Source: an optimization exercise on an open RTL-to-GDS flow (aim: small area, a short achievable clock period and few clock cycles per item). Production flows keep margins and buffers that such runs may drop. At most, simulation tests tie the RTL to the original design; equivalence was not proved.

==> build 95 <==
Design spuc_correlator, start of the top module:
module spuc_correlator (
    input  wire        clk,
    input  wire        rst,
    input  wire        in_valid,
    output reg         in_ready,
    input  wire [63:0] in_ref,
    input  wire [63:0] in_x,
    input  wire        in_neg,
    input  wire        in_last,
    output reg         out_valid,
    input  wire        out_ready,
    output reg  [63:0] out_corr,
    output reg         out_bit
);
==> module spuc_fmul_b, before the edit <==
module spuc_fmul_b (
    input  wire [105:0] prod,
    input  wire         sy,
    input  wire [1:0]   cls,
    input  wire         uf,
    input  wire [6:0]   l0,
    input  wire         st0,
    input  wire [10:0]  ef,
    input  wire         ovf0,
    input  wire         ovf1,
    output reg  [63:0]  y
);
    wire [106:0] pw  = {prod, 1'b0} >> l0;
    wire [54:0]  w   = pw[54:0];
    wire         sh1 = !uf & w[54];
    wire [52:0]  mant = sh1 ? w[54:2] : w[53:1];
    wire         g    = sh1 ? w[1] : w[0];
    wire         st   = st0 | (sh1 & w[0]);
    wire         rnd  = g & (st | mant[0]);
    wire         ovf  = !uf & (sh1 ? ovf1 : ovf0);
    wire [10:0]  e1   = ef + {10'd0, sh1};
    wire [62:0]  pk   = uf ? {10'd0, mant} : {e1, mant[51:0]};
    wire [62:0]  res;
    wire         res_co;
    spuc_addbk #(63) u_rnd (.a(pk), .b(63'd0), .ci(rnd), .s(res), .co(res_co));
    wire r_nan  = (cls == 2'd3);
    wire r_inf  = (cls == 2'd2) || (cls == 2'd0 && ovf);
    wire r_zero = (cls == 2'd1);
    always @* begin
        y[63]    = !r_nan && sy;
        y[62:52] = (r_nan || r_inf) ? 11'h7FF : r_zero ? 11'd0 : res[62:52];
        y[51]    = r_nan || (!r_inf && !r_zero && res[51]);
        y[50:0]  = (r_nan || r_inf || r_zero) ? 51'd0 : res[50:0];
    end
endmodule
==> flow/config.mk <==
export PLATFORM = sky130hd
export DESIGN_NAME = spuc_correlator
export DESIGN_NICKNAME = spuc_correlator
export VERILOG_FILES = /design/flow/design.v
export SDC_FILE = /design/flow/constraint.sdc
export NUM_CORES = 8
export LEC_CHECK = 0
export ABC_AREA = 1
export CAP_MARGIN = 20
export CELL_PAD_IN_SITES_DETAIL_PLACEMENT = 1
export CELL_PAD_IN_SITES_GLOBAL_PLACEMENT = 2
export CORE_MARGIN = 2
export CORE_UTILIZATION = 35
export CTS_CLUSTER_DIAMETER = 80
export CTS_CLUSTER_SIZE = 40
export PLACE_DENSITY = 0.5
export SLEW_MARGIN = 20
==> flow/constraint.sdc <==
create_clock -name core_clock -period 66.0 [get_ports {clk}]
set_input_delay 13.2000 -clock core_clock [delete_from_list [all_inputs] [get_ports {clk}]]
set_output_delay 13.2000 -clock core_clock [all_outputs]
set_load 0.01 [all_outputs]
standard.sh (not shown) runs the stock make flow with config.mk's settings and CLKGATE_MAP_FILE= SYNTH_SCRIPT=/design/flow/synth_recipe.tcl, a recipe that flattens the netlist after the stock synthesis.
==> flow/flow/run.sh <==
#!/bin/bash
# Standard synthesis and layout (the standard.sh, step by step), with two
# changes to how the layout is made; the clock, the constraints and all flow
# scripts are unchanged:
# - the port buffers that the placement step inserts are buf_4 cells;
# - the timing repair steps over-fix setup: they keep working on a path
#   until it has SETUP_SLACK_MARGIN ns of slack at the design's period.
# Each step's output goes to its own log file here.
set -euo pipefail
export SETUP_SLACK_MARGIN=51.45
export BUFFER_PORTS_ARGS="-buffer_cell sky130_fd_sc_hd__buf_4"
bash standard.sh synth > synth.log 2>&1
bash standard.sh floorplan > floorplan.log 2>&1
bash standard.sh place > place.log 2>&1
bash standard.sh cts > cts.log 2>&1
bash standard.sh route > route.log 2>&1
bash standard.sh finish > finish.log 2>&1
==> inputs of build 74, as changes to build 95 <==
--- a/flow/design.v
+++ b/flow/design.v
@@ -3072,3 +3072,3 @@
     wire         res_co;
-    spuc_addbk #(63) u_rnd (.a(pk), .b(63'd0), .ci(rnd), .s(res), .co(res_co));
+    spuc_add #(63) u_rnd (.a(pk), .b(63'd0), .ci(rnd), .s(res), .co(res_co));
     wire r_nan  = (cls == 2'd3);
--- a/flow/flow/run.sh
+++ b/flow/flow/run.sh
@@ -9,3 +9,3 @@
 set -euo pipefail
-export SETUP_SLACK_MARGIN=51.45
+export SETUP_SLACK_MARGIN=51.6
 export BUFFER_PORTS_ARGS="-buffer_cell sky130_fd_sc_hd__buf_4"
CAP_MARGIN = 10   (was 20)
CTS_CLUSTER_DIAMETER = 100   (was 80)
CTS_CLUSTER_SIZE = 50   (was 40)
SLEW_MARGIN = 10   (was 20)
==> inputs of trial 53, as changes to build 95 <==
--- a/flow/design.v
+++ b/flow/design.v
@@ -3072,3 +3072,3 @@
     wire         res_co;
-    spuc_addbk #(63) u_rnd (.a(pk), .b(63'd0), .ci(rnd), .s(res), .co(res_co));
+    spuc_add #(63) u_rnd (.a(pk), .b(63'd0), .ci(rnd), .s(res), .co(res_co));
     wire r_nan  = (cls == 2'd3);
==> inputs of build 83, as changes to build 95 <==
--- a/flow/design.v
+++ b/flow/design.v
@@ -3072,3 +3072,3 @@
     wire         res_co;
-    spuc_addbk #(63) u_rnd (.a(pk), .b(63'd0), .ci(rnd), .s(res), .co(res_co));
+    spuc_add #(63) u_rnd (.a(pk), .b(63'd0), .ci(rnd), .s(res), .co(res_co));
     wire r_nan  = (cls == 2'd3);
--- a/flow/flow/run.sh
+++ b/flow/flow/run.sh
@@ -9,3 +9,3 @@
 set -euo pipefail
-export SETUP_SLACK_MARGIN=51.45
+export SETUP_SLACK_MARGIN=51.6
 export BUFFER_PORTS_ARGS="-buffer_cell sky130_fd_sc_hd__buf_4"
==> flow_metrics.env <==
export IMPL_outcome="complete, no violations"
export IMPL_drt_pass1_iter_count=9
export IMPL_drtIter0Drc=14048
export IMPL_synth_simple_area_share=0.215
export IMPL_grt_met3_usage=0.154
export IMPL_dp_cells=18374
export IMPL_final_seq_area_mm2=0.00944
export IMPL_gr_usage_met2=0.684
-- figures above: build 83

==> flow_metrics.env <==
export IMPL_outcome="complete, no violations"
export IMPL_grt_pass1_vias=120639
export IMPL_grt_met3_usage=0.155
export IMPL_gr_usage_met2=0.683
export IMPL_final_seq_area_mm2=0.00936
export IMPL_drt_pass1_iter_count=9
export IMPL_dominant_cell_class="multi-input gates"
export IMPL_synth_simple_area_share=0.215
export IMPL_dp_cells=18374
export IMPL_drtIter0Drc=14346
-- figures above: trial 53

==> flow_metrics.env <==
export IMPL_outcome="failed layout checks"
export IMPL_so_violations="capacitance limit, slew limit"
export IMPL_final_seq_area_mm2=0.00944
export IMPL_grt_start_max_net_pins=128
export IMPL_drtIter0Drc=13684
export IMPL_drt_pass1_iter_count=15
export IMPL_synth_simple_area_share=0.215
export IMPL_grt_met3_usage=0.149
export IMPL_timing_max_cap_violations=1
export IMPL_tns_ns=0
export IMPL_drv_slew=3
-- figures above: build 74

==> flow_metrics.env <==
export IMPL_outcome="complete, no violations"
export IMPL_synth_simple_area_share=0.231
export IMPL_drtIter0Drc=13912
export IMPL_holdPathStages=0
export IMPL_synth_area_mm2=0.102
export IMPL_post_place_ws_ns=47.42
export IMPL_synth_top_family_by_area="adder cells"
export IMPL_final_seq_area_mm2=0.00940
export IMPL_ant_nets=0
export IMPL_min_period_over_period=0.220
export IMPL_tns_ns=0
export IMPL_gr_usage_met2=0.669
export IMPL_multi_input_area_mm2=0.0811
export IMPL_dp_cells=18623
export IMPL_yosysTopAreaCell="fa_1"
-- figures above: build 95

Testbench counts of build 74, summed over its fixed seeds: cycles 17,833, items 17,761.
Testbench counts of trial 53, summed over its fixed seeds: cycles 17,833, items 17,761.
Testbench counts of build 83, summed over its fixed seeds: cycles 17,833, items 17,761.
Function not checked in build 95: the RTL went through the layout flow alone.

[re-timing with driven ports]
The results above use ideal ports. As a check the final layouts listed here were re-extracted and re-timed, cells and wires unchanged.
Step 1: set_driving_cell puts a clkbuf_16 on clk and a buf_2 on each other input, an assumption about the parent block.
Step 2 moves the port delays by t, midway between the first and last clock arrival at a register: inputs arrive t later, outputs are due t later. That takes back most of the time a late clock gives input paths.
Three values: ideal, step 1, step 2; two values: the first two.
run | shift t [ns] | setup slack, ns | worst setup path at the end
build 95 | 0.897 | 51.496 / 51.373 / 51.265 | input to register
build 74 | 0.897 | 51.516 / 51.391 / 51.602 | input to register
trial 53 | 0.904 | 51.489 / 51.371 / 51.586 | input to register
build 83 | 0.893 | 51.542 / 51.421 / 51.601 | input to register
For build 95, which loses most, drivers alone change the setup slack by -0.123 ns; drivers and shift together by -0.231 ns.
